Source: an optimization exercise on an open RTL-to-GDS flow (aim: small area, a short achievable clock period and few clock cycles per item). Production flows keep margins and buffers that such runs may drop. The RTL was checked by simulation tests, not by an equivalence proof against the original design. No activity file was given, so power comes from the tool's default toggle rates.

## flow/design.v (module list and top-level ports; edited modules follow where they fit)
// module mont_mul: 2250 lines
module mont_mul (
    input  wire         clk,
    input  wire         rst,
    input  wire         start,
    input  wire [1:0]   op,
    input  wire [259:0] a,
    input  wire [259:0] b,
    output wire         ready,
    output reg          done,
    output wire [259:0] result
);
  // ...
==> flow/flow/run.sh <==
#!/bin/bash
# Own layout flow: the standard flow, with these changes
# (1 and 2 between synthesis and floorplan):
#  1. flow/polarity.py removes the inverters that Yosys' full-adder extraction
#     leaves between full adders (each full adder is built in the polarity
#     that needs no inverter; the netlist's registers are not touched);
#  2. ports are buffered with buf_1 cells instead of the default delay cell;
#  3. timing repair aims at a setup slack of 6 ns (the period is unchanged).
# Each tool's output goes to a log file of its own in this folder.
set -euo pipefail
R=orfs/results/${FLOW_PLATFORM}/mont_mul/base
LIB=${FLOW_HOME}/platforms/${FLOW_PLATFORM}/lib/sky130_fd_sc_hd__tt_025C_1v80.lib

bash standard.sh synth > synth.log 2>&1
cp ${R}/1_2_yosys.v ${R}/1_2_yosys_std.v
python3 flow/polarity.py ${R}/1_2_yosys_std.v ${R}/1_2_yosys.v ${LIB} > polarity.log 2>&1
rm -f ${R}/1_synth.odb
bash standard.sh "BUFFER_PORTS_ARGS=-buffer_cell sky130_fd_sc_hd__buf_1" SETUP_SLACK_MARGIN=6 finish > layout.log 2>&1
==> flow/flow/polarity.py <==
#!/usr/bin/env python3
"""Removes inverters between full adders of a synthesized netlist.

A full adder is self-dual: FA(~a, ~b, ~c) = (~s, ~co). Every full adder may
therefore be built in either polarity. This pass drops all inverters, picks
a polarity per full adder by local search so that as few nets as possible
are needed in both polarities, and adds one inverter per net that still is.
Registers and all other cells are kept as they are.

usage: polarity.py IN.v OUT.v LIBERTY
"""
import re, sys, collections

src, dst, lib = sys.argv[1], sys.argv[2], sys.argv[3]
text = open(src).read()

# output pins of each library cell
outpins = collections.defaultdict(set)
cell_area = {}
lt = open(lib).read()
for m in re.finditer(r'\bcell\s*\(\s*"?(\w+)"?\s*\)\s*\{', lt):
    start = m.end(); depth = 1; i = start
    while depth and i < len(lt):
        if lt[i] == '{': depth += 1
        elif lt[i] == '}': depth -= 1
        i += 1
    body = lt[start:i]
    am = re.search(r'\barea\s*:\s*([\d.]+)', body)
    if am: cell_area[m.group(1)] = float(am.group(1))
    for pm in re.finditer(r'\bpin\s*\(\s*"?(\w+)"?\s*\)\s*\{([^{}]*)', body):
        if re.search(r'direction\s*:\s*"?output', pm.group(2)):
            outpins[m.group(1)].add(pm.group(1))

mod_start = text.index('module ')
mod_end = text.rindex('endmodule')
body = text[mod_start:mod_end]
cell_re = re.compile(r'(?:\(\*[^*]*\*\)\s*)*\b(sky130_fd_sc_hd__\w+)\s+(\S+)\s*\((.*?)\);', re.S)
pin_re = re.compile(r'\.(\w+)\(\s*((?:[^()]|\([^()]*\))*?)\s*\)')

cells = []
spans = []
for m in cell_re.finditer(body):
    typ, name, pins = m.group(1), m.group(2), m.group(3)
    pl = [(p, n.strip()) for p, n in pin_re.findall(pins)]
    cells.append([typ, name, pl])
    spans.append((m.start(), m.end()))
assert not re.search(r'^\s*assign\b', body, re.M), 'assign statements not handled'

n_ha = 0

def is_inv(t): return re.match(r'sky130_fd_sc_hd__(clk)?inv_\d+$', t) is not None
def is_fa(t): return re.match(r'sky130_fd_sc_hd__fa_\d+$', t) is not None

driver = {}
loads = collections.defaultdict(list)
for ci, (t, n, pl) in enumerate(cells):
    for p, net in pl:
        if p in outpins[t]:
            assert net not in driver, net
            driver[net] = (ci, p)
        else:
            loads[net].append((ci, p))

# output ports
hdr = body[:body.index(');') + 2]
ports_out = set()
for m in re.finditer(r'^\s*output\s+(\[(\d+):(\d+)\]\s*)?(\w+)\s*;', body, re.M):
    if m.group(1):
        hi, lo = int(m.group(2)), int(m.group(3))
        for k in range(min(hi, lo), max(hi, lo) + 1): ports_out.add('%s[%d]' % (m.group(4), k))
    else:
        ports_out.add(m.group(4))

root_memo = {}
def root(net):
    if net in root_memo: return root_memo[net]
    d = driver.get(net)
    if d and is_inv(cells[d[0]][0]):
        inp = dict(cells[d[0]][2])['A']
        r, par = root(inp)
        res = (r, par ^ 1)
    else:
        res = (net, 0)
    root_memo[net] = res
    return res

fa_ids = [ci for ci, c in enumerate(cells) if is_fa(c[0])]
x = {ci: 0 for ci in fa_ids}
# gates whose output may be complemented by swapping to the complementary cell
PAIRS = [('and2', 'nand2'), ('or2', 'nor2'), ('and3', 'nand3'), ('or3', 'nor3'), ('and4', 'nand4'),
         ('or4', 'nor4'), ('a21o', 'a21oi'), ('o21a', 'o21ai'), ('a22o', 'a22oi'), ('o22a', 'o22ai'),
         ('a211o', 'a211oi'), ('o211a', 'o211ai'), ('a31o', 'a31oi'), ('o31a', 'o31ai'), ('a32o', 'a32oi'),
         ('o32a', 'o32ai'), ('a221o', 'a221oi'), ('o221a', 'o221ai'), ('xor2', 'xnor2'), ('xor3', 'xnor3'),
         ('mux2', 'mux2i'), ('or2b', 'nor2b'), ('and2b', 'nand2b'), ('a21bo', 'a21boi'), ('o21ba', 'o21bai'),
         ('a2bb2o', 'a2bb2oi'), ('o2bb2a', 'o2bb2ai'), ('a311o', 'a311oi'), ('o311a', 'o311ai'),
         ('a41o', 'a41oi'), ('o41a', 'o41ai'), ('a2111o', 'a2111oi'), ('o2111a', 'o2111ai')]
comp = {}
for p, q in PAIRS: comp[p] = q; comp[q] = p
area = dict(cell_area)
def comp_cell(t):
    m = re.match(r'sky130_fd_sc_hd__(\w+?)_(\d+)$', t)
    if not m or m.group(1) not in comp: return None
    c = comp[m.group(1)]
    for d in (m.group(2), '1', '2', '0', '4'):
        nm = 'sky130_fd_sc_hd__%s_%s' % (c, d)
        if nm in area and nm in outpins: return nm
    return None
gate_flip = {}
for ci, c in enumerate(cells):
    if is_fa(c[0]) or is_inv(c[0]): continue
    cc = comp_cell(c[0])
    if cc and len(outpins[c[0]]) == 1 and len(outpins[cc]) == 1:
        gate_flip[ci] = (cc, area[cc] - area[c[0]])
        x[ci] = 0
# demands: list of (root, base_par, fa_ci or None)
dem = collections.defaultdict(list)   # root -> list of (par, fa or None)
fa_in = collections.defaultdict(list) # fa -> roots it reads
for ci, (t, n, pl) in enumerate(cells):
    if is_inv(t): continue
    for p, net in pl:
        if p in outpins[t]: continue
        r, par = root(net)
        f = ci if is_fa(t) else None
        dem[r].append((par, f))
        if f is not None: fa_in[f].append(r)
for o in ports_out:
    if o in driver or o in root_memo or True:
        r, par = root(o)
        if (r, par) != (o, 0):
            dem[r].append((par, None))
# availability: root driven by a full adder output
src_fa = {}
for ci in fa_ids + list(gate_flip):
    for p, net in cells[ci][2]:
        if p in outpins[cells[ci][0]]:
            src_fa[net] = ci

def avail(r): return x[src_fa[r]] if r in src_fa else 0
def need(r):
    a = avail(r)
    for par, f in dem[r]:
        w = par ^ (x[f] if f is not None else 0)
        if w != a: return 1
    return 0

def affected(ci):
    s = set(fa_in[ci]) if ci in fa_in else set()
    for p, net in cells[ci][2]:
        if p in outpins[cells[ci][0]]: s.add(net)
    return s

INV = 3.75
def gcost(ci): return gate_flip[ci][1] if (ci in gate_flip and x[ci]) else 0.0
n_inv0 = sum(1 for c in cells if is_inv(c[0]))
cost0 = sum(need(r) for r in list(dem))
# exact start: parity union-find over net connections between flippable cells
flippable = set(fa_ids) | set(gate_flip)
parent = {ci: ci for ci in flippable}; rel = {ci: 0 for ci in flippable}
def find(a):
    if parent[a] == a: return a, 0
    r, p = find(parent[a]); parent[a] = r; rel[a] ^= p; return r, rel[a]
import sys as _s; _s.setrecursionlimit(100000)
bad = 0
for r in dem:
    if r not in src_fa: continue
    g = src_fa[r]
    for par, f in dem[r]:
        if f is None: continue
        # want: x[g] == par ^ x[f]
        ra, pa = find(g); rb, pb = find(f)
        if ra == rb:
            if (pa ^ pb) != par: bad += 1
        else:
            parent[rb] = ra; rel[rb] = pa ^ pb ^ par
for ci in flippable:
    r, p = find(ci); x[ci] = p
comps = collections.defaultdict(list)
for ci in flippable: comps[find(ci)[0]].append(ci)
def total():
    return INV * sum(need(r) for r in dem) + sum(gcost(ci) for ci in gate_flip)
for rt, members in comps.items():
    rs = set()
    for ci in members: rs |= affected(ci)
    c0 = INV * sum(need(r) for r in rs) + sum(gcost(ci) for ci in members)
    for ci in members: x[ci] ^= 1
    c1 = INV * sum(need(r) for r in rs) + sum(gcost(ci) for ci in members)
    if c1 >= c0:
        for ci in members: x[ci] ^= 1
sys.stderr.write('parity conflicts %d, components %d\n' % (bad, len(comps)))
changed = True; rounds = 0
while changed and rounds < 50:
    changed = False; rounds += 1
    for ci in fa_ids + list(gate_flip):
        rs = affected(ci)
        before = INV * sum(need(r) for r in rs) + gcost(ci)
        x[ci] ^= 1
        after = INV * sum(need(r) for r in rs) + gcost(ci)
        if after < before - 1e-9: changed = True
        else: x[ci] ^= 1
cost1 = sum(need(r) for r in list(dem))

# rebuild
newnet = {}
k = 0
new_inv = []
def phys(r, w):
    global k
    if w == avail(r): return r
    if r not in newnet:
        nm = '_pol%d_' % len(newnet)
        newnet[r] = nm
        new_inv.append((r, nm))
    return newnet[r]

out_cells = []
for ci, (t, n, pl) in enumerate(cells):
    if is_inv(t): continue
    conns = []
    t0 = t
    if ci in gate_flip and x[ci]:
        t = gate_flip[ci][0]
    for p, net in pl:
        if p in outpins[t0]:
            conns.append((list(outpins[t])[0] if ci in gate_flip and x[ci] else p, net))
        else:
            r, par = root(net)
            w = par ^ (x[ci] if is_fa(t) else 0)
            conns.append((p, phys(r, w)))
    out_cells.append((t, n, conns))
# output ports driven through inverters: drive them directly
extra = []
for o in sorted(ports_out):
    r, par = root(o)
    if (r, par) != (o, 0):
        extra.append(('sky130_fd_sc_hd__buf_1' if par == 0 else None, o, r, par))
for (r, nm) in new_inv:
    out_cells.append(('sky130_fd_sc_hd__inv_1', '_polinv%s' % nm[4:], [('A', r), ('Y', nm)]))
for t, o, r, par in extra:
    if par == 0:
        out_cells.append(('sky130_fd_sc_hd__buf_1', '_polbuf_%d' % len(out_cells), [('A', r), ('X', o)]))
    else:
        out_cells.append(('sky130_fd_sc_hd__inv_1', '_polpo_%d' % len(out_cells), [('A', phys(r, avail(r))), ('Y', o)]))

# declarations: keep everything before the first cell, add new wires
first = spans[0][0] if spans else len(body)
decl = body[:first]
rest_nonc = []
last = first
for (a, b) in spans:
    chunk = body[last:a]
    if chunk.strip(): rest_nonc.append(chunk)
    last = b
tail = body[last:]
out = [text[:mod_start], decl]
for r, nm in new_inv:
    out.append('  wire %s;\n' % nm)
for t, n, conns in out_cells:
    out.append('  %s %s (\n%s\n  );\n' % (t, n, ',\n'.join('    .%s(%s%s)' % (p, net, ' ' if net.startswith('\\') else '') for p, net in conns)))
for ch in rest_nonc:
    if re.search(r'\b(sky130_fd_sc_hd__)', ch): raise SystemExit('unparsed cell text')
    out.append(ch)
out.append(tail)
out.append(text[mod_end:])
open(dst, 'w').write(''.join(out))
sys.stderr.write('polarity: %d gates swapped; ' % sum(1 for ci in gate_flip if x[ci]) + 'polarity: %d full adders, %d flipped, inverters %d -> %d (nets needing both polarities %d -> %d), %d rounds\n'
                 % (len(fa_ids), sum(x[ci] for ci in fa_ids), n_inv0, len(new_inv) + sum(1 for e in extra if e[3]), cost0, cost1, rounds))
==> flow/standard.sh <==
#!/bin/bash
# synth_recipe.tcl (not shown) runs the flow's synth.tcl, then flattens the netlist and writes it again
# the make line also repeats each setting of config.mk as NAME=value (left out here)
make -C /OpenROAD-flow-scripts/flow DESIGN_CONFIG=/design/flow/config.mk WORK_HOME=/design/flow/orfs CLKGATE_MAP_FILE= SYNTH_SCRIPT=/design/flow/synth_recipe.tcl "${@:-finish}"
==> flow/config.mk <==
export PLATFORM = sky130hd
export DESIGN_NAME = mont_mul
export DESIGN_NICKNAME = mont_mul
export VERILOG_FILES = /design/flow/design.v
export SDC_FILE = /design/flow/constraint.sdc
export NUM_CORES = 4
export LEC_CHECK = 0
export CAP_MARGIN = 20
export CORE_MARGIN = 2
export CORE_UTILIZATION = 40
export SETUP_SLACK_MARGIN = 5
export SLEW_MARGIN = 20
==> flow/constraint.sdc <==
create_clock -name core_clock -period 9.0 [get_ports {clk}]
set_input_delay 1.8000 -clock core_clock [delete_from_list [all_inputs] [get_ports {clk}]]
set_output_delay 1.8000 -clock core_clock [all_outputs]
set_load 0.01 [all_outputs]
==> run summary, run 1 <==
grt met1 use=between 40% and 50%; Slew headroom=a little under a third; PostCTS Resize Cnt=slightly below 2,000; leakage=42.5 nW; sw frac=between 40% and 50%; Die Span X=between 400 and 500 um; Multi-input comb cells=approximately 6,200; wire length on met3=about 33,000 um; TritonCTS clock tree=built; total grt overflow=0; post-synthesis instance total=8,137; Seq. cell area=~28,000 um^2; critical path fanouts, max=5; Comb. pwr=around 34 mW; Multi-input gate area=roughly 55,000 um^2; Design Area, Final=between 100,000 and 150,000 um^2; largest net degree at the start of global routing=185; status=no timing/DRC/antenna violations; Layout Utilization=between 50% and 60%; Tot GR Track Use=about a third; WP depth=12; drt first-iter violations=about 7,500; P per Cell Area=between 400 and 500 nW/um^2; DR top layer=met5; final worst slack=approximately 5.1 ns; clk_skew=around 0.066 ns; Hold Path Sink=A[260]; layout cells sized above 1=between 20% and 30%; first-pass GRT wire length=504,000 um; diode count=24; f_max=between 200 and 300 MHz; routed wl met2=163,000 um; die height=454 um; fraction of area in registers=27.1%; setup TNS=0 ns
Testbench counts, summed over its fixed seeds: cycles 38,420, items 384.
==> inputs of run 2 (changes only) <==
--- a/flow/design.v
+++ b/flow/design.v
@@ -2159,21 +2159,34 @@
             assign bcar[g+1] = t[16];
         end
     endgenerate
     assign bcar[0] = 1'b0;
     assign bsum[260:256] = RS[260:256] + {RC[260:257], RC[256] | CR[16]};
     wire z  = ~|RC & ~|CR;
     wire zn = z | ~|bcar;
     wire ge = (|RS[260:253]) | (RS[252] & ((|RS[251:125]) | (RS[124:0] >= LC)));
+    wire rc0   = ~|RC;
+    wire top   = |bsum[260:253];
+    wire mid   = (|bsum[127:125]) | (|bsum[251:240]) | (|CR[14:8]);
+    wire [6:0] blk_nz;
+    generate
+        for (g = 8; g < 15; g = g + 1) begin : mz
+            assign blk_nz[g-8] = |RS[16*g +: 16];
+        end
+    endgenerate
+    wire midrs = |blk_nz;
+    wire lt_now = ~top & ~bsum[252];                     
+    wire ge_now = top | (bsum[252] & (mid | midrs));      
+    wire quick  = ~run & zn & rc0 & ~negl & active & ~p1 & ~settled;
     wire p1_edge  = ~run & zn & active & p1;
     wire zr       = ~run & settled & ~negl;
-    wire fin_edge = zr & active & ~p1 & (sub | ~ge);
-    wire neg_load = zr & active & ~p1 & ~sub & ge;
-    wire go       = ((zr & (fin_edge | ~active)) | (~run & ~active & zn)) & pend;    
+    wire fin_edge = (zr & active & ~p1 & (sub | ~ge)) | (quick & (sub | lt_now));
+    wire neg_load = (zr & active & ~p1 & ~sub & ge) | (quick & ~sub & ge_now);
+    wire go       = (fin_edge | (~run & ~active & zn)) & pend;    
     wire cvp1 = ~run & active & p1;
     wire [260:0] A_d = ready_r ? {1'b0, a} :
                        cvp1    ? bsum :
                        run     ? {4'd0, A[260:4]} : A;
     wire         xp_d = run & A[3];
     wire [3:0]   dd = A_d[3:0];
     wire [5:0]   bc_d = {(dd[3] & ~dd[2] & ~dd[1]) | (~dd[3] & dd[2] & dd[1]), dd[2] ^ dd[1], dd[3],
                          (dd[1] & ~dd[0] & ~xp_d) | (~dd[1] & dd[0] & xp_d), dd[0] ^ xp_d, dd[1]};
==> flow/flow/run.sh (replaced) <==
#!/bin/bash
# Own layout flow: the standard flow, with two changes between synthesis
# and floorplan:
#  1. flow/polarity.py removes the inverters that Yosys' full-adder extraction
#     leaves between full adders (each full adder is built in the polarity
#     that needs no inverter; the netlist's registers are not touched);
#  2. ports are buffered with buf_1 cells instead of the default delay cell.
# Each tool's output goes to a log file of its own in this folder.
set -euo pipefail
R=orfs/results/${FLOW_PLATFORM}/mont_mul/base
LIB=${FLOW_HOME}/platforms/${FLOW_PLATFORM}/lib/sky130_fd_sc_hd__tt_025C_1v80.lib

bash standard.sh synth > synth.log 2>&1
cp ${R}/1_2_yosys.v ${R}/1_2_yosys_std.v
python3 flow/polarity.py ${R}/1_2_yosys_std.v ${R}/1_2_yosys.v ${LIB} > polarity.log 2>&1
rm -f ${R}/1_synth.odb
BUFFER_PORTS_ARGS="-buffer_cell sky130_fd_sc_hd__buf_1" bash standard.sh finish > layout.log 2>&1
==> run 2 against run 1 <==
  * Worst hold slack worse by 0.027 ns
  * Final cell count is 3.4% lower
  * Still clean
  * Routed wire length decreased by 8.5%
  * Global-route usage shrank 2.7 points
  * Core utilization down 5.4 points
  * Critical path depth increased by 2
  * Clock skew fell by 0.022 ns
  * Fmax is 5.3% lower
  * Largest power group unchanged
==> run summary, run 2 <==
Tot GR Track Use=31.2% (-2.7 points); clk_skew=0.0441 ns (-0.0220 ns); largest net degree at the start of global routing=154 (-17%); gpl congestion=just under 1; Syn Area/Cell=about 9.9 um^2; vias per cell=~5.8; Hold Path Depth=2; Slew headroom=19.0% (-11 points); routed vias=approximately 67,000; R2R Path End=p1; WS Path Type=flop to flop; Layout fillers=19,400; worst path arrival time=between 4 and 5 ns; largest registers=RS (265), RC (264), B (260); IO Pins=787; status=no timing/DRC/antenna violations; total grt overflow=0 (unchanged); worst-case reg-to-reg path depth=14; Synth-to-Final Area Change=13.6%; clock-pin slew on the worst setup and hold paths=0.06 ns; actual slew at the worst max-slew pin=~1.2 ns; f_max=241 MHz (-5.3%); H-tree levels=4; core footprint=a little over 200,000 um^2; clk sinks=1,090; drt first-iter violations=6,805 (-8.8%); initial antenna violation count=29; RSZ-0062 raised after global routing=yes; post-layout minimum cycle time=about 4.1 ns; layout cells sized above 1=10.4% (-15 points); Ys Warns=1; setup TNS=0 ns (unchanged); Max Cap Violations=0; Routed Antenna Nets=0; Multi-input gate area=52,000 um^2 (-4.7%); startpoint types=flop; TritonCTS clock tree=built; Req. time, crit path=between 9 and 10 ns; critical path endpoint category=flop; Clock Tree Root=clkbuf_16; Final Hold Vio Count=0; Max IR drop VDD=around 0.37 mV; worst hold start=A[260]; Syn Nets=between 9,000 and 10,000; final setup vio count=0; final critical-path share of the clock period=a little under half; drt wl/cell=29.2 um; Layout Cells excl Fill=between 10,000 and 15,000; commonest non-fill, non-tap cells in the layout=nand2_1, buf_1, fa_1, a22oi_1, o21ai_0; nets=10,200; Hold Crit Class=flop to flop; worst reg2reg startpoint=RC[64]; Clk Latency, worst-skew pair=about 0.82 ns; Initial Util=40.3%; first-pass GRT wire length=475,000 um (-5.9%); total die area=208,000 um^2; clock tree buffer depth=3; DRT Wirelength=about 330,000 um; Seq. cell area=27,100 um^2 (-3.4%); vias in the first global route=around 67,000; setup slack, reg-to-reg=just under 5 ns; Slew Limit Fails=0; Design Area, Final=92,800 um^2 (-10%); number of buffers created by CTS=136; Rows=165; Cell Area, Placed=between 80,000 and 90,000 um^2; synthesized cell area=slightly above 80,000 um^2; die height=456 um (+0.32%); P per Cell Area=501 nW/um^2 (+5.8%); Cell Count Post-Placement=around 11,000; leakage=37.5 nW (-12%); commonest non-fill, non-tap cell in the layout=nand2_1; critical path fanouts, max=5 (unchanged); max FFs per register=approximately 270; post-synthesis instance total=8,220 (+1.0%); number of remaining DRC errors=0; I/O Buffers=786; DP HPWL=between 200,000 and 250,000 um; Die Span X=456 um (+0.32%); Hold Path Sink=A[260]; CTS Hold Bufs=0; Top reg by flops=RS; Pre-antenna DRT Iters=10
[run 2: critical path, cell delays in order, from the launching register on]
cell,delay (ns)
dfxtp_1,0.38
or2_2,0.34
ha_1,0.22
fa_1,0.42
a211o_1,0.35
a21oi_2,0.20
o21ai_1,0.12
a2111oi_0,0.46
o21bai_1,0.19
a21o_1,0.24
a21oi_4,0.16
buf_12,0.15
a31oi_4,0.10
o32a_1,0.38
nor2_1,0.12
[run 2: routing by layer]
metal  track usage [%]  vias up  routed length (um)
met3              6.75      736               27600
met4              21.3       10               27200
met2              50.3     3167              154000
met1              37.4    33300              125000
met5                 0        -                  74
li1                  -    29500                   -
[run 2: how the worst max path moves through the flow]
stage	from	end	depth (start not counted)
6_report	RC[64]	p1	14
5_1_grt	RC[224]	p1	14
4_1_cts	CR[10]	p1	15
3_5_place_dp	RC[3]	RS[0]	14
3_3_place_gp	RC[3]	RC[4]	16
2_1_floorplan	RC[160]	p1	15
[run 2: repair_timing]
action,4_1_cts,5_1_grt
pin swaps,63,72
endpoints found under the setup margin,1155,289
gates resized for setup,245,165
buffers inserted,57,78
gates cloned,8,3
[run 2: stage by stage]
| stage | setup WS, ns | utilization [%] | power, mW | hold WS [ns] |
|---|---|---|---|---|
| 2_1_floorplan | 5.03 | - | 28.2 | 0.329 |
| 3_3_place_gp | 3.39 | 42.0 | 37.6 | 0.460 |
| 3_5_place_dp | 3.30 | 42.0 | 37.9 | 0.465 |
| 4_1_cts | 4.88 | 45.1 | 45.2 | 0.477 |
| 5_1_grt | 4.79 | 45.8 | 50.1 | 0.522 |
| 6_report | 4.85 | 45.8 | 46.5 | 0.483 |
[run 2: power by group]
group          leakage [nW]  internal, mW  switching (mW)
logic                  25.0          12.6            18.7
registers              10.3          6.92            2.46
clock network          2.27          3.42            2.42
total                  37.5          22.9            23.6
[run 2: area by class of cell]
class	instances	share of cell area [%]
clock inverter	73	0.878
timing repair buffer	1014	5.65
antenna	12	0.0324
inverter	101	0.472
tap	2672	3.60
timing repair inverter	1	0.00809
multi-input combinational	6287	56.0
sequential	1090	29.2
clock buffer	178	4.11
Testbench counts of run 2, summed over its fixed seeds: cycles 38,034, items 384.

-- static timing again, ports no longer ideal --
No port has a modelled driver above. Below, the same layouts with a new extraction and two added sets of constraints.
Step 1 sets driving cells, clkbuf_16 on the clock port and buf_2 on the other inputs (assumed; they add their load-dependent delay and slew).
Step 2 times the ports against the registers' clock, not the clock port: input delays grow and output delays shrink by t, the midpoint of the rising clock arrivals with the driver on.
Three values: no drivers, after step 1, after step 2; two values: the first two.
run | shift t [ns] | setup WS [ns] | worst setup path at the end | clock arrival spread, ns | worst data-port slew with drivers (ns)
run 1 | 0.913 | 5.071 / 5.071 / 5.071 | register to register | 0.067 / 0.068 | 0.28
run 2 | 0.889 | 4.853 / 4.853 / 4.853 | register to register | 0.045 / 0.045 | 0.25
After both steps every run listed still meets setup and hold.
